This design comes from an exercise in tuning for small area, a short achievable clock period and few clock cycles on the open sky130 flow, not from production work.
In this exercise RTL edits were held to simulation tests only and were not proved equivalent to the original.

File: run.sh
#!/bin/bash
# synth_recipe.tcl (not shown) runs the flow's synth.tcl, then flattens the netlist and writes it again
# the make line also repeats each setting of config.mk as NAME=value (left out here)
make -C /OpenROAD-flow-scripts/flow DESIGN_CONFIG=/design/flow/config.mk WORK_HOME=/design/flow/orfs CLKGATE_MAP_FILE= SYNTH_SCRIPT=/design/flow/synth_recipe.tcl finish
File: config.mk
export PLATFORM = sky130hd
export DESIGN_NAME = robo_math
export DESIGN_NICKNAME = robo_math
export VERILOG_FILES = /design/flow/design.v
export SDC_FILE = /design/flow/constraint.sdc
export NUM_CORES = 4
export LEC_CHECK = 0
export CAP_MARGIN = 20
export CORE_MARGIN = 2
export CORE_UTILIZATION = 40
export PLACE_DENSITY = 0.6
export SLEW_MARGIN = 20
File: constraint.sdc
create_clock -name core_clock -period 11.0 [get_ports {clk}]
set_input_delay 2.2000 -clock core_clock [delete_from_list [all_inputs] [get_ports {clk}]]
set_output_delay 2.2000 -clock core_clock [all_outputs]
set_load 0.01 [all_outputs]
File: design.v
module robo_math (
    input  wire        clk,
    input  wire        rst,           
    input  wire        cmd_valid,
    output wire        cmd_ready,
    input  wire [31:0] cmd_header,
    input  wire [31:0] cmd_arg0,
    input  wire [31:0] cmd_arg1,
    output wire        rsp_valid,
    input  wire        rsp_ready,
    output wire [7:0]  rsp_status,
    output wire [31:0] rsp_data0,
    output wire [31:0] rsp_data1
);
    localparam integer DSTEP = 3;               
    localparam integer DCYC  = 9;               
    localparam integer NDIG  = DSTEP * DCYC;    
    localparam [7:0] OP_DIV_CALC  = 8'h02;
    localparam [7:0] OP_TO_MONO   = 8'h30;
    localparam [7:0] OP_TO_FLOAT  = 8'h31;
    localparam [7:0] OP_GET_PEAK  = 8'h32;
    localparam [2:0] S_IDLE = 3'd0;
    localparam [2:0] S_FLT  = 3'd1;    
    localparam [2:0] S_MUL  = 3'd2;    
    localparam [2:0] S_DIV  = 3'd3;    
    localparam [2:0] S_RND  = 3'd4;    
    reg  [2:0]  state;
    reg         rsp_valid_r;
    reg         err_r;           
    reg         earg_r;          
    reg  [31:0] data0_r;
    reg  [31:0] data1_r;
    reg         s0_v;
    reg         s0_mono, s0_flt, s0_div, s0_err, s0_earg;
    reg  [1:0]  wsel_r;          
    reg  [58:0] rem_r;           
    reg  [55:0] den_r;           
    reg  [58:0] car_r;           
    reg  [7:0]  exp_r;           
    reg  [1:0]  sh_r;            
    reg         first_r;         
    reg  [3:0]  cnt_r;
    reg  [1:0]  qf_r;            
    wire [2:0]  fd_r;            
    wire out_free  = ~rsp_valid_r | rsp_ready;
    wire idle      = (state == S_IDLE);
    wire s0_simple = ~s0_flt & ~s0_div;
    assign cmd_ready  = (idle & (~s0_v | (s0_simple & out_free))) |
                        ((state == S_FLT) & out_free) |
                        (state == S_RND);
    assign rsp_valid  = rsp_valid_r;
    assign rsp_status = {2'b00, err_r, 3'b000, earg_r, err_r};
    assign rsp_data0  = data0_r;
    assign rsp_data1  = data1_r;
    wire fire = cmd_valid & cmd_ready;
    wire [7:0]  op  = cmd_header[31:24];
    wire [23:0] imm = cmd_header[23:0];
    wire        imm_zero = (imm == 24'd0);
    wire        is_div   = (op == OP_DIV_CALC);
    wire        is_mono  = (op == OP_TO_MONO)  & imm_zero;
    wire        is_peak  = (op == OP_GET_PEAK) & imm_zero;
    wire        is_flt   = (op == OP_TO_FLOAT) & (imm[23:8] == 16'd0);
    wire        w16      = (imm[7:0] == 8'd16);
    wire        w24      = (imm[7:0] == 8'd24);
    wire        w32      = (imm[7:0] == 8'd32);
    wire        w_ok     = w16 | w24 | w32;
    wire        arg0_nz  = (cmd_arg0 != 32'd0);
    wire        div_go   = is_div & ~imm_zero & arg0_nz & (cmd_arg1 != 32'd0);
    wire        flt_go   = is_flt & w_ok & arg0_nz;
    wire [31:0] c_a0 = rem_r[31:0];
    wire [31:0] c_a1 = den_r[31:0];
    wire [32:0] lr_sum  = {c_a0[31], c_a0} + {c_a1[31], c_a1};
    wire [32:0] lr_adj  = lr_sum + {32'd0, lr_sum[32] & lr_sum[0]};
    wire [31:0] mono    = lr_adj[32:1];
    wire [31:0] abs0    = c_a0[31] ? (32'd0 - c_a0) : c_a0;
    wire [31:0] abs1    = c_a1[31] ? (32'd0 - c_a1) : c_a1;
    wire [31:0] nrm_in = (idle & s0_div) ? c_a1 : (idle ? abs0 : c_a0);
    reg  [4:0]  nrm_lz;
    integer i;
    always @(*) begin
        nrm_lz = 5'd0;
        for (i = 0; i < 32; i = i + 1)
            if (nrm_in[i]) nrm_lz = 5'd31 - i[4:0];
    end
    wire [31:0] nrm_out = nrm_in << nrm_lz;
    wire [31:0] gn = rem_r[54:23];
    wire [17:0] g15_s1 = {1'b0, gn[31:15]} + {3'd0, gn[14:0]};
    wire [3:0]  g15_lo = {1'b0, g15_s1[2:0]} + {1'b0, g15_s1[17:15]};
    wire        g15_c  = (&g15_s1[14:3]) & (g15_lo >= 4'd7);
    wire [2:0]  g15_d  = g15_s1[17:15] + {2'd0, g15_c};
    wire [23:0] g23_t  = {15'd0, gn[31:23]} + {1'b0, gn[22:0]} + 24'd1;
    wire        g23_d  = g23_t[23];
    wire        g31_d  = &gn[30:1];
    assign fd_r = (wsel_r == 2'd0) ? g15_d : (wsel_r == 2'd1) ? {2'd0, g23_d} : {2'd0, g31_d};
    wire [31:0] fn  = rem_r[54:23];
    wire [16:0] f_h = (wsel_r == 2'd0) ? fn[31:15] : (wsel_r == 2'd1) ? {8'd0, fn[31:23]} : 17'd1;
    wire [32:0] f_a = {1'b0, fn} + {16'd0, f_h};
    wire [23:0] f_u0 = f_a[32:9];
    wire [23:0] f_u1 = f_a[32:9] + 24'd1;
    wire [9:0]  f_ls = {1'b0, f_a[8:0]} + {7'd0, fd_r};             
    wire [9:0]  f_l0 = {1'b0, f_a[8:0]} + {7'd0, fd_r} + 10'd128;   
    wire [9:0]  f_l1 = {1'b0, f_a[8:0]} + {7'd0, fd_r} + 10'd256;   
    wire [23:0] f_s_hi  = f_ls[9] ? f_u1 : f_u0;                    
    wire [23:0] f_r0_hi = f_l0[9] ? f_u1 : f_u0;                    
    wire [23:0] f_r1_hi = f_l1[9] ? f_u1 : f_u0;                    
    wire        f_hi = f_s_hi[23];
    wire [22:0] f_frac = f_hi ? f_r1_hi[22:0] : {f_r0_hi[21:0], f_l0[8]};
    wire        f_inc  = f_hi | f_r0_hi[23];
    wire [7:0]  f_exp1 = exp_r + 8'd1;
    wire [31:0] f_result = {sign_r, f_inc ? f_exp1 : exp_r, f_frac};
    reg         sign_r;
    wire [33:0] mul_sum  = {2'b00, den_r[55:24]} +
                           {2'b00, data0_r[0] ? data1_r : 32'd0} +
                           {1'b0, data0_r[1] ? {data1_r, 1'b0} : 33'd0};
    wire [55:0] mul_p    = {mul_sum, den_r[23:2]};
    wire        mul_last = (data0_r[23:2] == 22'd0);
    wire [1:0]  mul_sh   = mul_p[55] ? 2'd0 : mul_p[54] ? 2'd1 : 2'd2;
    wire [55:0] den_n = (sh_r == 2'd0) ? den_r : (sh_r == 2'd1) ? {den_r[54:0], 1'b0} : {den_r[53:0], 2'b00};
    wire [58:0] dext = {3'b000, den_n};
    wire [58:0] dinv = ~dext;
    function [1:0] qsel;             
        input [3:0] e;
        qsel = {~e[3], e[3] & ~(&e)};
    endfunction
    function [3:0] nest;
        input [4:0] s;    
        input [4:0] c;    
        input [4:0] a;    
        reg   [3:0] x, m;
        begin
            x = s[4:1] ^ c[4:1] ^ a[4:1];
            m = (s[3:0] & c[3:0]) | (s[3:0] & a[3:0]) | (c[3:0] & a[3:0]);
            nest = x + m;
        end
    endfunction
    reg  [58:0] ws [0:DSTEP];
    reg  [58:0] wc [0:DSTEP];
    reg  [NDIG-1:0] qq [0:DSTEP];
    reg  [NDIG-1:0] qm [0:DSTEP];
    reg  [1:0]  qd [0:DSTEP];
    reg  [1:0]  cp, c0, cn;
    reg  [58:0] ys, yc, ad, mj;
    integer j;
    always @(*) begin
        ws[0] = rem_r;
        wc[0] = car_r;
        qq[0] = data0_r[NDIG-1:0];
        qm[0] = data1_r[NDIG-1:0];
        qd[0] = qf_r;
        for (j = 0; j < DSTEP; j = j + 1) begin
            ys = {ws[j][57:0], 1'b0};
            yc = {wc[j][57:0], 1'b0};
            ad = qd[j][1] ? dinv : qd[j][0] ? dext : 59'd0;
            mj = (ys & yc) | (ys & ad) | (yc & ad);
            ws[j+1] = ys ^ yc ^ ad;
            wc[j+1] = {mj[57:0], qd[j][1]};
            qq[j+1] = qd[j][0] ? {qm[j][NDIG-2:0], 1'b1} : {qq[j][NDIG-2:0], qd[j][1]};
            qm[j+1] = qd[j][1] ? {qq[j][NDIG-2:0], 1'b0} : {qm[j][NDIG-2:0], ~qd[j][0]};
            cp = qsel(nest(ws[j][56:52], wc[j][56:52], dinv[57:53]));
            c0 = qsel(nest(ws[j][56:52], wc[j][56:52], 5'd0));
            cn = qsel(nest(ws[j][56:52], wc[j][56:52], dext[57:53]));
            qd[j+1] = qd[j][1] ? cp : qd[j][0] ? cn : c0;
        end
    end
    wire [58:0] w_sum  = rem_r + car_r;
    wire        w_neg  = w_sum[58];
    wire [58:0] z0_x   = rem_r ^ car_r;
    wire [58:0] z0_o   = {(rem_r[57:0] | car_r[57:0]), 1'b0};
    wire        w_zero = (z0_x == z0_o);
    wire [58:0] z1_s   = rem_r ^ car_r ^ dext;
    wire [58:0] z1_c   = {((rem_r[57:0] & car_r[57:0]) | (rem_r[57:0] & dext[57:0]) | (car_r[57:0] & dext[57:0])), 1'b0};
    wire [58:0] z1_x   = z1_s ^ z1_c;
    wire [58:0] z1_o   = {(z1_s[57:0] | z1_c[57:0]), 1'b0};
    wire        w_zero_d = (z1_x == z1_o);
    wire [NDIG-1:0] dq_p = data0_r[NDIG-1:0];
    wire [NDIG-1:0] dq_m = data1_r[NDIG-1:0];
    wire        dp_hi   = dq_p[NDIG-1];
    wire [23:0] dp_mant = dp_hi ? dq_p[NDIG-1:NDIG-24] : dq_p[NDIG-2:NDIG-25];
    wire        dp_g    = dp_hi ? dq_p[NDIG-25] : dq_p[NDIG-26];
    wire        dp_s    = (dp_hi ? |dq_p[NDIG-26:0] : |dq_p[NDIG-27:0]) | ~w_zero;
    wire [24:0] dp_rnd  = {1'b0, dp_mant} + {24'd0, dp_g & (dp_s | dp_mant[0])};
    wire        dm_hi   = dq_m[NDIG-1];
    wire [23:0] dm_mant = dm_hi ? dq_m[NDIG-1:NDIG-24] : dq_m[NDIG-2:NDIG-25];
    wire        dm_g    = dm_hi ? dq_m[NDIG-25] : dq_m[NDIG-26];
    wire        dm_s    = (dm_hi ? |dq_m[NDIG-26:0] : |dq_m[NDIG-27:0]) | ~w_zero_d;
    wire [24:0] dm_rnd  = {1'b0, dm_mant} + {24'd0, dm_g & (dm_s | dm_mant[0])};
    wire [7:0]  d_e0    = exp_r;
    wire [7:0]  d_e1    = exp_r + 8'd1;
    wire [7:0]  d_e2    = exp_r + 8'd2;
    wire [1:0]  dp_inc  = {1'b0, dp_hi} + {1'b0, dp_rnd[24]};
    wire [1:0]  dm_inc  = {1'b0, dm_hi} + {1'b0, dm_rnd[24]};
    wire [31:0] dp_res  = {1'b0, dp_inc[1] ? d_e2 : dp_inc[0] ? d_e1 : d_e0, dp_rnd[22:0]};
    wire [31:0] dm_res  = {1'b0, dm_inc[1] ? d_e2 : dm_inc[0] ? d_e1 : d_e0, dm_rnd[22:0]};
    wire [31:0] d_result = w_neg ? dm_res : dp_res;
    always @(posedge clk) begin
        if (rst) begin
            state       <= S_IDLE;
            rsp_valid_r <= 1'b0;
            s0_v        <= 1'b0;
        end else begin
            if (rsp_valid_r & rsp_ready)
                rsp_valid_r <= 1'b0;
            case (state)
                S_IDLE: begin
                    if (s0_v) begin
                        if (s0_flt) begin
                            rem_r  <= {4'd0, nrm_out, 23'd0};
                            exp_r  <= ((wsel_r == 2'd0) ? 8'd143 : (wsel_r == 2'd1) ? 8'd135 : 8'd127) - {3'd0, nrm_lz};
                            state  <= S_FLT;
                            s0_v   <= 1'b0;
                        end else if (s0_div) begin
                            if (out_free) begin
                                data0_r <= {8'd0, den_r[55:32]};
                                data1_r <= nrm_out;
                                exp_r   <= 8'd126 + {3'd0, nrm_lz};
                                den_r   <= 56'd0;
                                first_r <= 1'b1;
                                state   <= S_MUL;
                                s0_v    <= 1'b0;
                            end
                        end else if (out_free) begin
                            err_r       <= s0_err;
                            earg_r      <= s0_earg;
                            data0_r     <= s0_mono ? mono : abs0;
                            data1_r     <= abs1;
                            rsp_valid_r <= 1'b1;
                            s0_v        <= 1'b0;
                        end
                    end
                end
                S_FLT: begin
                    if (out_free) begin
                        err_r       <= 1'b0;
                        earg_r      <= 1'b0;
                        data0_r     <= f_result;
                        rsp_valid_r <= 1'b1;
                        state       <= S_IDLE;
                    end
                end
                S_MUL: begin
                    den_r   <= mul_p;
                    data0_r <= {2'b00, data0_r[31:2]};
                    first_r <= 1'b0;
                    if (first_r)
                        rem_r <= {4'd0, nrm_out, 23'd0};
                    exp_r <= exp_r - 8'd2 - (first_r ? {3'd0, nrm_lz} : 8'd0);
                    if (mul_last) begin
                        sh_r    <= mul_sh;
                        car_r   <= 59'd0;
                        qf_r    <= 2'b10;    
                        data0_r <= 32'd0;
                        data1_r <= 32'hFFFFFFFF;
                        cnt_r   <= DCYC - 1;
                        state   <= S_DIV;
                    end
                end
                S_DIV: begin
                    rem_r   <= ws[DSTEP];
                    car_r   <= wc[DSTEP];
                    qf_r    <= qd[DSTEP];
                    data0_r <= {{(32-NDIG){1'b0}}, qq[DSTEP]};
                    data1_r <= {{(32-NDIG){1'b0}}, qm[DSTEP]};
                    cnt_r   <= cnt_r - 4'd1;
                    if (cnt_r == DCYC - 1)
                        exp_r <= exp_r + {6'd0, sh_r};
                    if (cnt_r == 4'd0)
                        state <= S_RND;
                end
                S_RND: begin
                    err_r       <= 1'b0;
                    earg_r      <= 1'b0;
                    data0_r     <= d_result;
                    rsp_valid_r <= 1'b1;
                    state       <= S_IDLE;
                end
                default: state <= S_IDLE;
            endcase
            if (fire) begin
                s0_v    <= 1'b1;
                s0_mono <= is_mono;
                s0_flt  <= flt_go;
                s0_div  <= div_go;
                s0_err  <= ~(is_div | is_mono | is_peak | (is_flt & w_ok));
                s0_earg <= is_flt & ~w_ok;
                wsel_r  <= {w32, w24};
                sign_r  <= cmd_arg0[31];
                rem_r   <= {27'd0, cmd_arg0};
                den_r   <= {imm, cmd_arg1};
            end
        end
    end
endmodule
==> results of run 1 <==
==> cell type report <==
| type | count | area [µm²] | share of cell area |
|---|---|---|---|
| flip-flops and latches | 269 | 8030 | 0.166 |
| multi-input cells | 4223 | 32800 | 0.680 |
| clock inverters | 21 | 145 | 0.00301 |
| clock buffers | 53 | 1090 | 0.0226 |
| diodes | 12 | 30.0 | 0.000623 |
| well taps | 1414 | 1770 | 0.0367 |
| inverters | 460 | 1730 | 0.0358 |
| repair buffers | 292 | 2650 | 0.0548 |
==> how the worst min path moves through the flow <==
stage / slack, ns / start / cells past startpoint / to
6_report: 0.53 / s0_v / 2 / s0_v
4_1_cts: 0.52 / s0_v / 2 / s0_v
3_3_place_gp: 0.51 / s0_v / 2 / s0_v
5_1_grt: 0.56 / s0_v / 2 / s0_v
3_5_place_dp: 0.51 / s0_v / 2 / s0_v
2_1_floorplan: 0.48 / s0_v / 2 / s0_v
==> flip-flops by register name (all words and copies together), names as in the netlist, 2 cells and up <==
signal / flops
state: 3
wsel_r: 2
data1_r: 32
qf_r: 2
sh_r: 2
den_r: 56
data0_r: 32
car_r: 58
cnt_r: 4
rem_r: 59
exp_r: 8
==> cells in the mapped netlist (all sizes together) (14+ instances only) <==
library cell    n  share of area
and3           96          0.014
nor4           74          0.012
o31ai          33         0.0057
nor3          131          0.015
inv           459          0.039
mux2           36         0.0093
nand4          76          0.011
nand3         100          0.011
and4           14         0.0028
a2111oi        16         0.0033
or3            33         0.0047
a221oi         23         0.0049
o221ai         25         0.0050
nor2          360          0.031
o21ai         320          0.037
or2            14         0.0020
or4            26         0.0045
o21bai         27         0.0046
edfxtp        264           0.18
and2           97          0.014
a222oi         23         0.0053
buf            81         0.0092
a22o           58          0.012
fa            281           0.13
a211oi         75          0.013
nor2b          47         0.0067
o211ai         44         0.0079
clkbuf        266          0.023
nand2         373          0.032
mux2i         176          0.040
a21oi         498          0.057
o22ai          29         0.0041
a22oi          37         0.0063
xor2          131          0.026
xnor2         227          0.045
a31oi          43         0.0061
nand2b         30         0.0043
a21o           72          0.012
o21a           28         0.0048
ha            354           0.10
==> critical path, delay by kind of cell (launching register included) <==
| kind | cells | cell delay [ns] |
|---|---|---|
| fa+ha+maj | 7 | 2.04 |
| xor+xnor | 5 | 1.14 |
| compound gates | 17 | 3.75 |
| simple gates | 12 | 2.16 |
| flops | 1 | 0.36 |
| buf+inv | 2 | 0.42 |
==> timing repair <==
action / CTS / global route
endpoints found under the setup margin: 0 / 2
buffers inserted: 0 / 0
gates resized for setup: 0 / 1
==> metrics by stage <==
step	worst slack [ns]	hold WS [ns]	utilization
4_1_cts	0.883	0.519	0.443
5_1_grt	0.0719	0.555	0.443
3_5_place_dp	0.915	0.509	0.432
3_3_place_gp	1.01	0.507	0.432
2_1_floorplan	2.64	0.476	-
6_report	0.842	0.535	0.444
==> cell families (layout without fill, tap and decap cells) <==
kind of cell / after synthesis / count (layout) / synth area share
AND/OR/NAND/NOR: 1514 / 1514 / 0.174
AO/OA/AOI/OAI: 1498 / 1498 / 0.220
buffers and inverters: 807 / 826 / 0.0714
adder cells (fa/ha/maj): 635 / 635 / 0.230
XOR/XNOR: 358 / 358 / 0.0716
flip-flops: 269 / 269 / 0.183
multiplexers: 213 / 213 / 0.0500
other: 1 / 17 / 0.0000857
==> metal layers <==
layer  wire length (µm)  share of wire
met5                136        0.00064
met4              14700          0.070
met3              25400           0.12
met2              87000           0.41
met1              84100           0.40
==> impl_metrics.ini, run 1 <==
[setup_path]
crit_end = data0_r[21]
r2r_start = rem_r[38]
r2r_end = data0_r[21]
critPathMaxStageDelay_ns = 0.56
worstPathArrival_ns = 10.54
worstPathMaxFanout = 6
cp-startpoint = rem_r[38]
worstRegToRegCells = 43
end_kind = register
r2r_setup_slack_ns = 0.84
slowest_stage = a2111oi_0
crit_path_start_kind = register
critPathKind = reg -> reg
worstPathRequired_ns = 11.38

[placed_design]
place_hpwl_um = 164000
place.gp.congestion = 1.05
io_buffers = 168
dpl.cell_count = 6658
dpl_cell_area_um2 = 47000

[logic_synthesis]
yosysUniqueCellTypes = 101
synth_edf_count = 264
postSynthAreaPerCell_um2 = 8.27
synthCells = 5295
yosysSeqAreaShare = 0.183
ys.flop_type = edfxtp_1
yosys_warnings = 6
ys_seq_elements = 269
synthArstFlopShare = 0
synth_area_um2 = 43800

[routing]
via_count = 44000
ant_nets = 0
first_pass_iters = 10
via_per_inst = 6.53
wirelength_um = 211000
wire_per_inst_um = 31.3
drc_errors = 0
drtIter0Drc = 5877

[global_route]
grt_pass1_vias = 41100
grt_max_degree = 77
antenna_found_initial = 22
grt.total_usage = 0.370
grt.met2_usage = 0.534
grt_pass1_wl_um = 301000
grt_use_met3 = 0.107
met1_usage = 0.491
grt_overflow = 0
top_usage_layer = met2

[die]
core_um2 = 109000
ios = 174
die_w_um = 335
die_y_um = 335
die-area_um2 = 112000
initial_core_util = 0.403
placementRows = 121

[sta]
fin_crit_ns = 10.16
finalHoldViolCount = 0
tns_ns = 0
rsz0062_at_grt = false
max_freq_mhz = 98.4
slew_headroom = 0.136
finalSetupViolCount = 0
tightest_slew_ns = 1.29
slew_viol_final = 0
skew_ns = 0.0336
finalCritPeriodShare = 0.923

[clock_network]
clock-root-buffer = clkbuf_16
cts_sinks = 269
cts_made_buffers = 41
cts_tree = yes
cts_max_path_buffers = 3
htreeDepth = 2
clk_pin_slew_ns = 0.06
cts_hold_buf = 0
insertion_delay_ns = 0.66

[cells_and_area]
area_growth_pct = 10.2
layout.nets = 6022
fillers = 10900
final_cell_mix = a21oi_1 (496), inv_1 (453), nand2_1 (372)
design_area_um2 = 48200
final_common_cell = a21oi_1
final_cells = 6744
drive_gt1_frac = 0.0538

[worst_hold_path]
hold_path_class = reg -> reg

[flow_run]
max_cap_violations = 0

[run_status]
run_status = no timing/DRC/antenna violations
Testbench counts, summed over its fixed seeds: cycles 19,974.
==> run 2, diff against run 1 <==
--- a/config.mk
+++ b/config.mk
@@ -11,2 +11,3 @@
 export PLACE_DENSITY = 0.6
+export SETUP_SLACK_MARGIN = 3
 export SLEW_MARGIN = 20
==> run 2 against run 1 <==
Against the previous run:
- critical path type unchanged
- setup slack better by 2.1 ns
- still clean
- largest cell class unchanged
- synthesized area unchanged
- cell count grew 0.64%
- via count hardly changed
- register-to-register slack gained 2.1 ns
- synthesized cell count stayed put
==> impl_metrics.ini, run 2 <==
[routing]
wirelength_um = 210000
drc_errors = 0
via_per_inst = 6.49
first_pass_iters = 8
wire_per_inst_um = 31.0
ant_nets = 0
drtIter0Drc = 5977
via_count = 44000

[die]
die_w_um = 335
die_y_um = 335
initial_core_util = 0.403
ios = 174
placementRows = 121
core_um2 = 109000
die-area_um2 = 112000

[setup_path]
crit_buf_inv = 4
worstPathMaxFanout = 12
slowest_stage = fa_2
critical_path.top_delay_family = compound AO/OA/AOI/OAI gates
end_kind = register
worst-path-stages = 43
crit_path_start_kind = register
r2r_setup_slack_ns = 2.99
worstRegToRegCells = 43
critPathMaxStageDelay_ns = 0.56
worstPathRequired_ns = 11.41
critPathKind = reg -> reg
worstPathArrival_ns = 8.42

[sta]
finalSetupViolCount = 0
skew_ns = 0.0282
fin_crit_ns = 8.01
rsz0062_at_grt = true
finalHoldViolCount = 0
max_freq_mhz = 125
slew_headroom = 0.0773
finalCritPeriodShare = 0.728
tightest_slew_ns = 1.37
slew_viol_final = 0
tns_ns = 0
whs_ns = 0.533

[logic_synthesis]
ys_seq_elements = 269
yosysSeqAreaShare = 0.183
synth_top_area_frac = 0.181
ys.flop_type = edfxtp_1
synthArstFlopShare = 0
synth_compound_area_frac = 0.220
yosysUniqueCellTypes = 101
synth-simple-area-share = 0.174
yosys.area_share.xor_xnor = 0.0716
yosysTopAreaCell = edfxtp_1
synth.area.top_cells = edfxtp_1 (18%), fa_1 (13%), ha_1 (10%), a21oi_1 (5.7%), xnor2_1 (4.5%)
synth_top_family_by_area = adder cells
synth_edf_count = 264
postSynthAreaPerCell_um2 = 8.27
synthCells = 5295
synth_area_um2 = 43800
yosys.cell_count.top_type = a21oi_1
synthAdderAreaFrac = 0.230
synth_common_cells = a21oi_1 (497), inv_1 (455), nand2_1 (372), nor2_1 (360), ha_1 (354)
synth_mux_area_frac = 0.0500
yosys_warnings = 6

[cells_and_area]
seq_area_um2 = 8030
final_cells = 6787
final_cell_mix = a21oi_1 (484), inv_1 (452), nand2_1 (369)
largest_reg_flops = 59
layout.nets = 6072
area_growth_pct = 12.2
multi_input_area_um2 = 33200
final_common_cell = a21oi_1
fillers = 10800
design_area_um2 = 49100
regMostFlops = rem_r
drive_gt1_frac = 0.0745
top_regs = rem_r x59, car_r x58, den_r x56

[global_route]
grt_max_degree = 86
grt_overflow = 0
antenna_found_initial = 18
grt.total_usage = 0.366
grt_pass1_wl_um = 298000
grt_pass1_vias = 41300

[clock_network]
clock-root-buffer = clkbuf_16
cts_max_path_buffers = 3
cts_sinks = 269
htreeDepth = 2
cts_tree = yes
cts_hold_buf = 0
insertion_delay_ns = 0.66
clk_pin_slew_ns = 0.06
cts_made_buffers = 41

[placed_design]
place.gp.congestion = 1.06
place_hpwl_um = 163000
dpl_cell_area_um2 = 47000
dpl.cell_count = 6658
io_buffers = 168

[worst_hold_path]
min_path_cells = 2
hold_path_class = reg -> reg

[flow_run]
max_cap_violations = 0

[run_status]
run_status = no timing/DRC/antenna violations
## run 2: changes by cell type in the layout (fill, tap and decap cells not counted), moves of 5 or more
cell | previous run | this run
buf_4 | 122 | 164
a21oi_1 | 496 | 484
a21oi_2 | 1 | 13
diode_2 | 12 | 3
buf_6 | 0 | 6
nor2_1 | 357 | 351
o21ai_0 | 300 | 294
o21ai_2 | 1 | 7
clkbuf_1 | 11 | 6
ha_1 | 354 | 349
nor2_2 | 0 | 5
## run 2: routing by layer
layer	vias to the layer above	track usage	wire (µm)
met3	596	0.0884	24000
li1	19200	-	-
met4	18	0.217	15200
met5	-	0.00347	161
met2	2766	0.534	86800
met1	21500	0.490	84000
## run 2: worst paths after layout
check                 start          end
setup reg to reg  rem_r[26]  data0_r[28]
setup / recovery  rem_r[26]  data0_r[28]
hold reg to reg        s0_v         s0_v
hold / removal         s0_v         s0_v
## run 2: per-stage QoR
stage                     setup slack [ns]   util
after global routing                  2.56  0.452
after global placement                1.59  0.432
after floorplan                       3.00      -
after CTS                             3.02  0.448
after detailed placement              1.50  0.432
final                                 2.99  0.452
## run 2: area by class of cell
class | count | area share
diodes | 3 | 0.000153
clock buffers | 49 | 0.0219
clock inverters | 27 | 0.00548
inverters | 460 | 0.0352
multi-input cells | 4223 | 0.675
flip-flops and latches | 269 | 0.164
well taps | 1414 | 0.0360
repair buffers | 342 | 0.0625
## run 2: cells by family after synthesis
family	count (synthesis)
xor gates and xnor gates	358
DFF	269
muxes	213
adders and majority gates	635
buffers and inverters	807
and+or+nand+nor	1514
AOI/OAI and AO/OA	1498
other	1
## run 2: worst reg2reg max path: cells and delay by family, from the launching register on
family | cells | cell delay (ns)
AOI/OAI and AO/OA | 15 | 2.49
adders and majority gates | 7 | 2.14
and+or+nand+nor | 13 | 1.36
buffers and inverters | 4 | 0.69
xor gates and xnor gates | 3 | 0.40
DFF | 1 | 0.36
muxes | 1 | 0.33
## run 2: timing repair
action	in CTS	in global routing
hold endpoints to repair	0	0
endpoints found under the setup margin	31	31
gates resized for setup	38	46
pin swaps	29	16
setup buffers	31	18
==> run 3, diff against run 2 <==
--- a/design.v
+++ b/design.v
@@ -23,2 +23,3 @@
     localparam [2:0] S_FLT  = 3'd1;    
+    localparam [2:0] S_FLT2 = 3'd5;    
     localparam [2:0] S_MUL  = 3'd2;    
@@ -43,3 +44,5 @@
     reg  [1:0]  qf_r;            
-    wire [2:0]  fd_r;            
+    wire [2:0]  f_d;             
+    reg  [2:0]  fd_r;
+    reg         fsign_r;
     wire out_free  = ~rsp_valid_r | rsp_ready;
@@ -48,3 +51,3 @@
     assign cmd_ready  = (idle & (~s0_v | (s0_simple & out_free))) |
-                        ((state == S_FLT) & out_free) |
+                        (((state == S_FLT) | (state == S_FLT2)) & ~s0_v) |
                         (state == S_RND);
@@ -93,6 +96,7 @@
     wire        g31_d  = &gn[30:1];
-    assign fd_r = (wsel_r == 2'd0) ? g15_d : (wsel_r == 2'd1) ? {2'd0, g23_d} : {2'd0, g31_d};
+    assign f_d = (wsel_r == 2'd0) ? g15_d : (wsel_r == 2'd1) ? {2'd0, g23_d} : {2'd0, g31_d};
     wire [31:0] fn  = rem_r[54:23];
     wire [16:0] f_h = (wsel_r == 2'd0) ? fn[31:15] : (wsel_r == 2'd1) ? {8'd0, fn[31:23]} : 17'd1;
-    wire [32:0] f_a = {1'b0, fn} + {16'd0, f_h};
+    wire [32:0] f_a0 = {1'b0, fn} + {16'd0, f_h};
+    wire [32:0] f_a = car_r[32:0];
     wire [23:0] f_u0 = f_a[32:9];
@@ -109,3 +113,3 @@
     wire [7:0]  f_exp1 = exp_r + 8'd1;
-    wire [31:0] f_result = {sign_r, f_inc ? f_exp1 : exp_r, f_frac};
+    wire [31:0] f_result = {fsign_r, f_inc ? f_exp1 : exp_r, f_frac};
     reg         sign_r;
@@ -116,5 +120,5 @@
     wire        mul_last = (data0_r[23:2] == 22'd0);
+    wire [55:0] mul_pn   = mul_p[55] ? mul_p : mul_p[54] ? {mul_p[54:0], 1'b0} : {mul_p[53:0], 2'b00};
     wire [1:0]  mul_sh   = mul_p[55] ? 2'd0 : mul_p[54] ? 2'd1 : 2'd2;
-    wire [55:0] den_n = (sh_r == 2'd0) ? den_r : (sh_r == 2'd1) ? {den_r[54:0], 1'b0} : {den_r[53:0], 2'b00};
-    wire [58:0] dext = {3'b000, den_n};
+    wire [58:0] dext = {3'b000, den_r};
     wire [58:0] dinv = ~dext;
@@ -231,2 +235,8 @@
                 S_FLT: begin
+                    car_r   <= {26'd0, f_a0};
+                    fd_r    <= f_d;
+                    fsign_r <= sign_r;
+                    state   <= S_FLT2;
+                end
+                S_FLT2: begin
                     if (out_free) begin
@@ -248,2 +258,3 @@
                         sh_r    <= mul_sh;
+                        den_r   <= mul_pn;
                         car_r   <= 59'd0;
--- a/config.mk
+++ b/config.mk
@@ -11,3 +11,3 @@
 export PLACE_DENSITY = 0.6
-export SETUP_SLACK_MARGIN = 3
+export SETUP_SLACK_MARGIN = 5
 export SLEW_MARGIN = 20
==> run 3 against run 2 <==
Against the previous run:
- cell count grew 0.35%
- sequential cell count rose by 5
- routed wire length rose by 5.2%
- clock skew rose by 0.053 ns
- critical path depth is 30 lower
- synthesized area shrank 0.50%
- hold slack got worse by 0.0023 ns
- register-to-register slack improved by 1.9 ns
- critical endpoint is now data1_r[24]
- highest routed layer unchanged
==> impl_metrics.ini, run 3 <==
[setup_path]
slowest_stage = or4b_1
worstRegToRegCells = 13
end_kind = register
path_cells = buf_4 -> or4b_1 -> o211ai_1 -> nand4_1 -> o311ai_1 -> nand3_4 -> clkinvlp_4 -> buf_4 -> nor4_1 -> o31ai_1 -> o31a_1 -> a221o_1 -> a222oi_1
r2r_start = s0_div
cp_common_cell = buf_4
crit_path_start_kind = register
worstPathRequired_ns = 11.31
r2r_end = data1_r[24]
worstPathMaxFanout = 31
crit_buf_inv = 3
worstPathArrival_ns = 6.46
critical_path.top_delay_family = compound AO/OA/AOI/OAI gates
critPathKind = reg -> reg
critPathMaxStageDelay_ns = 0.82
r2r_setup_slack_ns = 4.84

[routing]
first_pass_iters = 7
via_per_inst = 6.53
drtIter0Drc = 6405
drc_errors = 0
wirelength_um = 221000
via_count = 44500
ant_nets = 0
wire_per_inst_um = 32.4

[clock_network]
insertion_delay_ns = 0.68
cts_sinks = 274
cts_made_buffers = 39
htreeDepth = 2
clk_pin_slew_ns = 0.08
clock-root-buffer = clkbuf_16
cts_max_path_buffers = 3
cts_tree = yes
cts_hold_buf = 0

[cells_and_area]
seq_area_um2 = 8180
final_cells = 6811
fillers = 10600
multi_input_area_um2 = 32800
final_cell_mix = inv_1 (484), nand2_1 (476), o21ai_0 (369)
final_common_cell = inv_1
area_growth_pct = 14.3
top_regs = car_r x59, rem_r x59, den_r x56
drive_gt1_frac = 0.0934
layout.nets = 6095

[sta]
skew_ns = 0.0813
slew_headroom = 0.140
tns_ns = 0
slew_viol_final = 0
max_freq_mhz = 162
tightest_slew_ns = 1.28
finalSetupViolCount = 0
finalHoldViolCount = 0
fin_crit_ns = 6.16
rsz0062_at_grt = true
finalCritPeriodShare = 0.560

[logic_synthesis]
postSynthAreaPerCell_um2 = 8.33
yosysSeqAreaShare = 0.188
ys_seq_elements = 274
yosys.cell_count.top_type = inv_1
synth.area.top_cells = edfxtp_1 (19%), fa_1 (13%), ha_1 (10%), xnor2_1 (6.6%), o21ai_0 (4.4%)
yosys_warnings = 6
yosysTopAreaCell = edfxtp_1
synth_common_cells = inv_1 (492), nand2_1 (478), o21ai_0 (381), ha_1 (355), xnor2_1 (328)
synth_area_um2 = 43500
ys.flop_type = edfxtp_1
synthArstFlopShare = 0
synth_edf_count = 269
synthCells = 5227
yosysUniqueCellTypes = 115
synth_top_area_frac = 0.185

[worst_hold_path]
hold_path_class = reg -> reg
min_path_cells = 0
min_to = fsign_r
hp-start = sign_r

[global_route]
grt.total_usage = 0.382
grt_pass1_vias = 41500
grt_overflow = 0
grt_pass1_wl_um = 307000
antenna_found_initial = 19
grt_max_degree = 70

[run_status]
run_status = no timing/DRC/antenna violations

[flow_run]
max_cap_violations = 0

[die]
core_um2 = 108000
placementRows = 121
die_w_um = 334
ios = 174
die-area_um2 = 112000
initial_core_util = 0.402
die_y_um = 334

[placed_design]
io_buffers = 168
dpl.cell_count = 6637
place.gp.congestion = 1.10
place_hpwl_um = 168000
==> run 3: changes by cell type after synthesis, sizes merged, moves of 18 or more <==
cell	before	now
a21oi	498	283
nand2	373	481
xnor2	227	328
mux2i	176	98
o21ai	320	385
nor2	360	311
inv	459	495
and3	96	62
a221o	12	42
a21o	72	94
nand3	100	118
==> run 3: per-layer routing <==
| metal | part of all wire | GRT usage |
|---|---|---|
| met5 | 0.00046 | 0 |
| met2 | 0.41 | 0.550 |
| met4 | 0.080 | 0.249 |
| met3 | 0.14 | 0.138 |
| met1 | 0.38 | 0.480 |
==> run 3: cell families (layout without fill, tap and decap cells) <==
logic type | count (synthesis) | count (layout) | synth area share
AO/OA/AOI/OAI | 1364 | 1365 | 0.210
XOR/XNOR | 454 | 454 | 0.0913
adder cells (fa/ha/maj) | 638 | 638 | 0.232
buffers and inverters | 833 | 986 | 0.0749
flip-flops | 274 | 274 | 0.188
multiplexers | 130 | 130 | 0.0314
other | 1 | 16 | 0.0000861
AND/OR/NAND/NOR | 1533 | 1534 | 0.172
==> run 3: stage by stage <==
| step | worst slack (ns) | area (µm²) | hold slack [ns] | util |
|---|---|---|---|---|
| global placement | 3.46 | 47100 | 0.447 | 0.434 |
| detailed placement | 3.32 | 47100 | 0.456 | 0.434 |
| floorplan | 5.02 | 43600 | 0.400 | - |
| CTS | 4.88 | 48800 | 0.524 | 0.450 |
| finish | 4.84 | 49800 | 0.530 | 0.459 |
| global route | 4.84 | 49700 | 0.509 | 0.459 |
==> run 3: worst register-to-register path, delay by kind of cell, from the launching register on <==
family	cells	cell delay [ns]
DFF	1	0.46
and+or+nand+nor	4	1.75
AOI/OAI and AO/OA	6	2.44
buffers and inverters	3	1.14
==> run 3: cell type report <==
type | instances | area share
Multi-Input combinational cell | 4126 | 0.659
Tap cell | 1414 | 0.0355
Sequential cell | 274 | 0.164
Timing Repair Buffer | 416 | 0.0765
Inverter | 499 | 0.0384
Timing Repair inverter | 1 | 0.000226
Clock inverter | 19 | 0.00420
Clock buffer | 51 | 0.0209
Antenna cell | 11 | 0.000553
==> run 3: worst max path at each step <==
stage                     cells past startpoint          end  slack, ns       from
after floorplan                              22      qf_r[0]       5.02  den_r[55]
after global placement                       20    rem_r[26]       3.46    qf_r[1]
after detailed placement                     20    rem_r[26]       3.32    qf_r[1]
after CTS                                    14  data1_r[24]       4.88   state[0]
after global routing                         26     exp_r[7]       4.84   rem_r[1]
final                                        13  data1_r[24]       4.84     s0_div
==> run 3: what timing repair did <==
action	CTS	global route
buffers inserted	22	61
resized for setup	69	71
pin swaps	8	27
gates cloned	2	8
hold endpoints to repair	0	0
setup endpoints to repair	250	177
Testbench counts of run 3, summed over its fixed seeds: cycles 21,597.
==> run 4, diff against run 3 <==
--- a/design.v
+++ b/design.v
@@ -23,3 +23,2 @@
     localparam [2:0] S_FLT  = 3'd1;    
-    localparam [2:0] S_FLT2 = 3'd5;    
     localparam [2:0] S_MUL  = 3'd2;    
@@ -45,3 +44,3 @@
     wire [2:0]  f_d;             
-    reg  [2:0]  fd_r;
+    wire [2:0]  fd_r = f_d;
     reg         fsign_r;
@@ -50,5 +49,6 @@
     wire s0_simple = ~s0_flt & ~s0_div;
-    assign cmd_ready  = (idle & (~s0_v | (s0_simple & out_free))) |
-                        (((state == S_FLT) | (state == S_FLT2)) & ~s0_v) |
-                        (state == S_RND);
+    wire flt  = (state == S_FLT);
+    assign cmd_ready  = (~s0_v & (idle | flt | (state == S_RND))) |
+                        (s0_v & idle & (s0_flt | (s0_simple & out_free))) |
+                        (s0_v & flt & s0_flt & out_free);
     assign rsp_valid  = rsp_valid_r;
@@ -72,2 +72,4 @@
     wire        flt_go   = is_flt & w_ok & arg0_nz;
+    wire [31:0] i_abs0   = cmd_arg0[31] ? (32'd0 - cmd_arg0) : cmd_arg0;
+    wire [31:0] i_abs1   = cmd_arg1[31] ? (32'd0 - cmd_arg1) : cmd_arg1;
     wire [31:0] c_a0 = rem_r[31:0];
@@ -77,5 +79,3 @@
     wire [31:0] mono    = lr_adj[32:1];
-    wire [31:0] abs0    = c_a0[31] ? (32'd0 - c_a0) : c_a0;
-    wire [31:0] abs1    = c_a1[31] ? (32'd0 - c_a1) : c_a1;
-    wire [31:0] nrm_in = (idle & s0_div) ? c_a1 : (idle ? abs0 : c_a0);
+    wire [31:0] nrm_in = c_a0;
     reg  [4:0]  nrm_lz;
@@ -88,7 +88,5 @@
     wire [31:0] nrm_out = nrm_in << nrm_lz;
-    wire [31:0] gn = rem_r[54:23];
+    wire [31:0] gn = nrm_out;
     wire [17:0] g15_s1 = {1'b0, gn[31:15]} + {3'd0, gn[14:0]};
-    wire [3:0]  g15_lo = {1'b0, g15_s1[2:0]} + {1'b0, g15_s1[17:15]};
-    wire        g15_c  = (&g15_s1[14:3]) & (g15_lo >= 4'd7);
-    wire [2:0]  g15_d  = g15_s1[17:15] + {2'd0, g15_c};
+    wire        g15_a  = &g15_s1[14:3];
     wire [23:0] g23_t  = {15'd0, gn[31:23]} + {1'b0, gn[22:0]} + 24'd1;
@@ -96,4 +94,8 @@
     wire        g31_d  = &gn[30:1];
-    assign f_d = (wsel_r == 2'd0) ? g15_d : (wsel_r == 2'd1) ? {2'd0, g23_d} : {2'd0, g31_d};
-    wire [31:0] fn  = rem_r[54:23];
+    reg         fk15_r, fa15_r, fd1_r;
+    reg  [2:0]  fh2_r, fs1_r;
+    wire [3:0]  f15_lo = {1'b0, fs1_r} + {1'b0, fh2_r};
+    wire        f15_c  = fa15_r & (f15_lo >= 4'd7);
+    assign f_d = fk15_r ? (fh2_r + {2'd0, f15_c}) : {2'd0, fd1_r};
+    wire [31:0] fn  = nrm_out;
     wire [16:0] f_h = (wsel_r == 2'd0) ? fn[31:15] : (wsel_r == 2'd1) ? {8'd0, fn[31:23]} : 17'd1;
@@ -114,2 +116,3 @@
     wire [31:0] f_result = {fsign_r, f_inc ? f_exp1 : exp_r, f_frac};
+    wire [7:0]  f_exp0   = ((wsel_r == 2'd0) ? 8'd143 : (wsel_r == 2'd1) ? 8'd135 : 8'd127) - {3'd0, nrm_lz};
     reg         sign_r;
@@ -180,12 +183,8 @@
     wire [NDIG-1:0] dq_m = data1_r[NDIG-1:0];
-    wire        dp_hi   = dq_p[NDIG-1];
-    wire [23:0] dp_mant = dp_hi ? dq_p[NDIG-1:NDIG-24] : dq_p[NDIG-2:NDIG-25];
-    wire        dp_g    = dp_hi ? dq_p[NDIG-25] : dq_p[NDIG-26];
-    wire        dp_s    = (dp_hi ? |dq_p[NDIG-26:0] : |dq_p[NDIG-27:0]) | ~w_zero;
-    wire [24:0] dp_rnd  = {1'b0, dp_mant} + {24'd0, dp_g & (dp_s | dp_mant[0])};
-    wire        dm_hi   = dq_m[NDIG-1];
-    wire [23:0] dm_mant = dm_hi ? dq_m[NDIG-1:NDIG-24] : dq_m[NDIG-2:NDIG-25];
-    wire        dm_g    = dm_hi ? dq_m[NDIG-25] : dq_m[NDIG-26];
-    wire        dm_s    = (dm_hi ? |dq_m[NDIG-26:0] : |dq_m[NDIG-27:0]) | ~w_zero_d;
-    wire [24:0] dm_rnd  = {1'b0, dm_mant} + {24'd0, dm_g & (dm_s | dm_mant[0])};
+    wire [NDIG-1:0] dq  = w_neg ? dq_m : dq_p;
+    wire        d_hi    = dq[NDIG-1];
+    wire [23:0] d_mant  = d_hi ? dq[NDIG-1:NDIG-24] : dq[NDIG-2:NDIG-25];
+    wire        d_g     = d_hi ? dq[NDIG-25] : dq[NDIG-26];
+    wire        d_s     = (d_hi ? |dq[NDIG-26:0] : |dq[NDIG-27:0]) | ~(w_neg ? w_zero_d : w_zero);
+    wire [24:0] d_rnd   = {1'b0, d_mant} + {24'd0, d_g & (d_s | d_mant[0])};
     wire [7:0]  d_e0    = exp_r;
@@ -193,7 +192,4 @@
     wire [7:0]  d_e2    = exp_r + 8'd2;
-    wire [1:0]  dp_inc  = {1'b0, dp_hi} + {1'b0, dp_rnd[24]};
-    wire [1:0]  dm_inc  = {1'b0, dm_hi} + {1'b0, dm_rnd[24]};
-    wire [31:0] dp_res  = {1'b0, dp_inc[1] ? d_e2 : dp_inc[0] ? d_e1 : d_e0, dp_rnd[22:0]};
-    wire [31:0] dm_res  = {1'b0, dm_inc[1] ? d_e2 : dm_inc[0] ? d_e1 : d_e0, dm_rnd[22:0]};
-    wire [31:0] d_result = w_neg ? dm_res : dp_res;
+    wire [1:0]  d_inc   = {1'b0, d_hi} + {1'b0, d_rnd[24]};
+    wire [31:0] d_result = {1'b0, d_inc[1] ? d_e2 : d_inc[0] ? d_e1 : d_e0, d_rnd[22:0]};
     always @(posedge clk) begin
@@ -210,6 +206,12 @@
                         if (s0_flt) begin
-                            rem_r  <= {4'd0, nrm_out, 23'd0};
-                            exp_r  <= ((wsel_r == 2'd0) ? 8'd143 : (wsel_r == 2'd1) ? 8'd135 : 8'd127) - {3'd0, nrm_lz};
-                            state  <= S_FLT;
-                            s0_v   <= 1'b0;
+                            car_r   <= {26'd0, f_a0};
+                            fk15_r  <= (wsel_r == 2'd0);
+                            fa15_r  <= g15_a;
+                            fh2_r   <= g15_s1[17:15];
+                            fs1_r   <= g15_s1[2:0];
+                            fd1_r   <= (wsel_r == 2'd1) ? g23_d : g31_d;
+                            fsign_r <= sign_r;
+                            exp_r   <= f_exp0;
+                            state   <= S_FLT;
+                            s0_v    <= 1'b0;
                         end else if (s0_div) begin
@@ -218,2 +220,3 @@
                                 data1_r <= nrm_out;
+                                rem_r   <= {27'd0, c_a1};
                                 exp_r   <= 8'd126 + {3'd0, nrm_lz};
@@ -227,4 +230,4 @@
                             earg_r      <= s0_earg;
-                            data0_r     <= s0_mono ? mono : abs0;
-                            data1_r     <= abs1;
+                            data0_r     <= s0_mono ? mono : c_a0;
+                            data1_r     <= c_a1;
                             rsp_valid_r <= 1'b1;
@@ -235,8 +238,2 @@
                 S_FLT: begin
-                    car_r   <= {26'd0, f_a0};
-                    fd_r    <= f_d;
-                    fsign_r <= sign_r;
-                    state   <= S_FLT2;
-                end
-                S_FLT2: begin
                     if (out_free) begin
@@ -246,3 +243,15 @@
                         rsp_valid_r <= 1'b1;
-                        state       <= S_IDLE;
+                        if (s0_v & s0_flt) begin
+                            car_r   <= {26'd0, f_a0};
+                            fk15_r  <= (wsel_r == 2'd0);
+                            fa15_r  <= g15_a;
+                            fh2_r   <= g15_s1[17:15];
+                            fs1_r   <= g15_s1[2:0];
+                            fd1_r   <= (wsel_r == 2'd1) ? g23_d : g31_d;
+                            fsign_r <= sign_r;
+                            exp_r   <= f_exp0;
+                            s0_v    <= 1'b0;
+                        end else begin
+                            state   <= S_IDLE;
+                        end
                     end
@@ -297,4 +306,4 @@
                 sign_r  <= cmd_arg0[31];
-                rem_r   <= {27'd0, cmd_arg0};
-                den_r   <= {imm, cmd_arg1};
+                rem_r   <= {27'd0, (is_flt | is_peak) ? i_abs0 : is_div ? cmd_arg1 : cmd_arg0};
+                den_r   <= {imm, is_peak ? i_abs1 : is_div ? cmd_arg0 : cmd_arg1};
             end
==> run 4 against run 3 <==
Against the previous run:
- sequential share of layout area fell by 0.24 points
- critical path type unchanged
- setup slack improved by 0.084 ns
- register-to-register slack improved by 0.08 ns
==> impl_metrics.ini, run 4 <==
[run_status]
run_status = no timing/DRC/antenna violations

[sta]
finalHoldViolCount = 0
skew_ns = 0.0422
max_freq_mhz = 165
fin_crit_ns = 6.07
finalCritPeriodShare = 0.552
whs_ns = 0.541
rsz0062_at_grt = true
finalSetupViolCount = 0
slew_viol_final = 0
tightest_slew_ns = 1.22
tns_ns = 0
worst_slack_ns = 4.93
slew_headroom = 0.185

[global_route]
grt_overflow = 0
grt_pass1_wl_um = 318000
grt.total_usage = 0.399
grt_max_degree = 60
antenna_found_initial = 22
grt_pass1_vias = 41800

[routing]
drtIter0Drc = 6706
first_pass_iters = 7
wire_per_inst_um = 33.1
wirelength_um = 230000
drc_errors = 0
via_count = 45400
ant_nets = 0
via_per_inst = 6.54

[die]
die_w_um = 333
ios = 174
initial_core_util = 0.404
core_um2 = 107000
die-area_um2 = 111000
placementRows = 120
die_y_um = 333

[logic_synthesis]
synthAdderAreaFrac = 0.233
synth_common_cells = inv_1 (481), a21oi_1 (402), nand2_1 (397), nor2_1 (394), ha_1 (353)
ys.flop_type = edfxtp_1
ys_seq_elements = 280
synth_top_family_by_area = adder cells
synth_area_um2 = 43300
synth.area.top_cells = edfxtp_1 (19%), fa_1 (13%), ha_1 (10%), a21oi_1 (4.6%), inv_1 (4.2%)
synth_compound_area_frac = 0.220
yosysSeqAreaShare = 0.193
yosys.area_share.xor_xnor = 0.0688
postSynthAreaPerCell_um2 = 8.30
yosys_warnings = 6
yosysTopAreaCell = edfxtp_1
synth_mux_area_frac = 0.0446
yosysUniqueCellTypes = 106
synthArstFlopShare = 0
synth_top_area_frac = 0.191
synthCells = 5210
yosys.cell_count.top_type = inv_1
synth-simple-area-share = 0.168
synth_edf_count = 275

[clock_network]
cts_sinks = 280
cts_tree = yes
cts_hold_buf = 0
cts_max_path_buffers = 3
insertion_delay_ns = 0.61
clock-root-buffer = clkbuf_16
htreeDepth = 2
clk_pin_slew_ns = 0.06
cts_made_buffers = 39

[placed_design]
place_hpwl_um = 174000
dpl_worst_slack_ns = 3.13
dpl_cell_area_um2 = 46900
io_buffers = 168
dpl.cell_count = 6630
place.gp.congestion = 1.08

[setup_path]
end_kind = register
critPathKind = reg -> reg
worstPathMaxFanout = 11
worstPathRequired_ns = 11.35
worstPathArrival_ns = 6.42
crit_path_start_kind = register

[cells_and_area]
layout.nets = 6232
final_cells = 6937
final_cell_mix = inv_1 (465), nand2_1 (383), nor2_1 (381)
top_regs = car_r x59, rem_r x59, den_r x56
fillers = 10600
design_area_um2 = 51600
drive_gt1_frac = 0.142
final_common_cell = inv_1
area_growth_pct = 19.3

[flow_run]
max_cap_violations = 0

[worst_hold_path]
hold_path_class = reg -> reg
run 4: changes by cell type after synthesis, sizes merged, moves of 36 or more:
cell	change
mux2	+36
a22o	-63
nand2	-83
xnor2	-123
nor2	+85
a22oi	+58
a21oi	+121
run 4: through the flow:
step / util
after floorplan: -
after global placement: 0.437
after detailed placement: 0.437
after CTS: 0.464
after global routing: 0.481
final: 0.482
run 4: final timing paths:
| path | cells after the start | startpoint | to | slack [ns] |
|---|---|---|---|---|
| worst max register to register | 26 | rem_r[30] | car_r[28] | 4.93 |
| worst max-delay path | 26 | rem_r[30] | car_r[28] | 4.93 |
| worst min-delay path | 1 | s0_earg | earg_r | 0.54 |
| worst min register to register | 1 | s0_earg | earg_r | 0.54 |
run 4: layout make-up:
type	count	area, µm²	area share
Clock inverter	22	267	0.00516
Antenna cell	13	32.5	0.000630
Sequential cell	280	8360	0.162
Timing Repair Buffer	550	5000	0.0968
Tap cell	1403	1760	0.0340
Multi-Input combinational cell	4136	33300	0.646
Inverter	489	1890	0.0366
Clock buffer	44	995	0.0193
run 4: metal layers:
metal	vias to the layer above	GRT usage	part of all wire
met5	-	0	0.00017
met4	6	0.280	0.089
met3	722	0.103	0.13
met2	3200	0.561	0.40
met1	22100	0.529	0.38
li1	19300	-	-
run 4: kinds of logic after synthesis:
| family | after synthesis |
|---|---|
| buf+inv | 803 |
| fa+ha+maj | 636 |
| xor+xnor | 340 |
| flops | 280 |
| simple gates | 1500 |
| other cells | 1 |
| mux | 184 |
| compound gates | 1466 |
run 4: worst max-delay path, stage by stage, from the launching register on:
cell	delay [ns]
edfxtp_1	0.48
nor2b_4	0.18
or3_4	0.35
buf_4	0.15
a211oi_4	0.30
nor2_4	0.14
buf_4	0.18
a21oi_2	0.18
or2_2	0.19
o21a_1	0.18
a21boi_2	0.11
mux2_4	0.33
o311ai_4	0.25
ha_2	0.25
inv_1	0.06
fa_2	0.41
nor2b_2	0.16
o21ai_2	0.09
a21boi_2	0.18
o211ai_1	0.12
a31oi_1	0.21
o31a_1	0.16
o21ai_1	0.06
nand2b_1	0.17
a21oi_2	0.14
or4_1	0.49
a32o_1	0.26
run 4: repair_timing:
item / 4_1_cts / 5_1_grt
pin swaps: 25 / 58
setup buffers: 107 / 105
cloned: 6 / 7
resized for setup: 154 / 174
endpoints found under the setup margin: 127 / 125
Testbench counts of run 4, summed over its fixed seeds: cycles 19,396.

==> what the ideal ports hide <==
No port has a modelled driver above. Below, the same layouts with a new extraction and two added sets of constraints.
Step 1: set_driving_cell puts a clkbuf_16 on clk and a buf_2 on each other input, an assumption about the parent block.
Step 2 adds t to the input delays and takes it off the output delays; t is the mean of the earliest and latest rising clock arrival at the registers after step 1. Input paths then give back, and output paths get back, about the clock's delay inside the block.
a / b / c = no drivers / after step 1 / after step 2; a / b = the first two.
run | shift t [ns] | slack for setup (ns) | hold slack, ns | worst register clock-pin slew, ns
run 1 | 0.720 | 0.842 / 0.842 / 0.842 | 0.535 / 0.535 / 0.535 | 0.07 / 0.07
run 2 | 0.714 | 2.991 / 2.991 / 2.991 | 0.533 / 0.533 / 0.533 | 0.07 / 0.07
run 3 | 0.703 | 4.845 / 4.845 / 4.822 | 0.530 / 0.530 / 0.530 | 0.08 / 0.08
run 4 | 0.667 | 4.928 / 4.928 / 4.339 | 0.541 / 0.541 / 0.541 | 0.06 / 0.06
After both steps setup and hold are still met in every run listed. For run 4, which loses most, drivers alone change the setup slack by 0.000 ns; drivers and shift together by -0.589 ns.
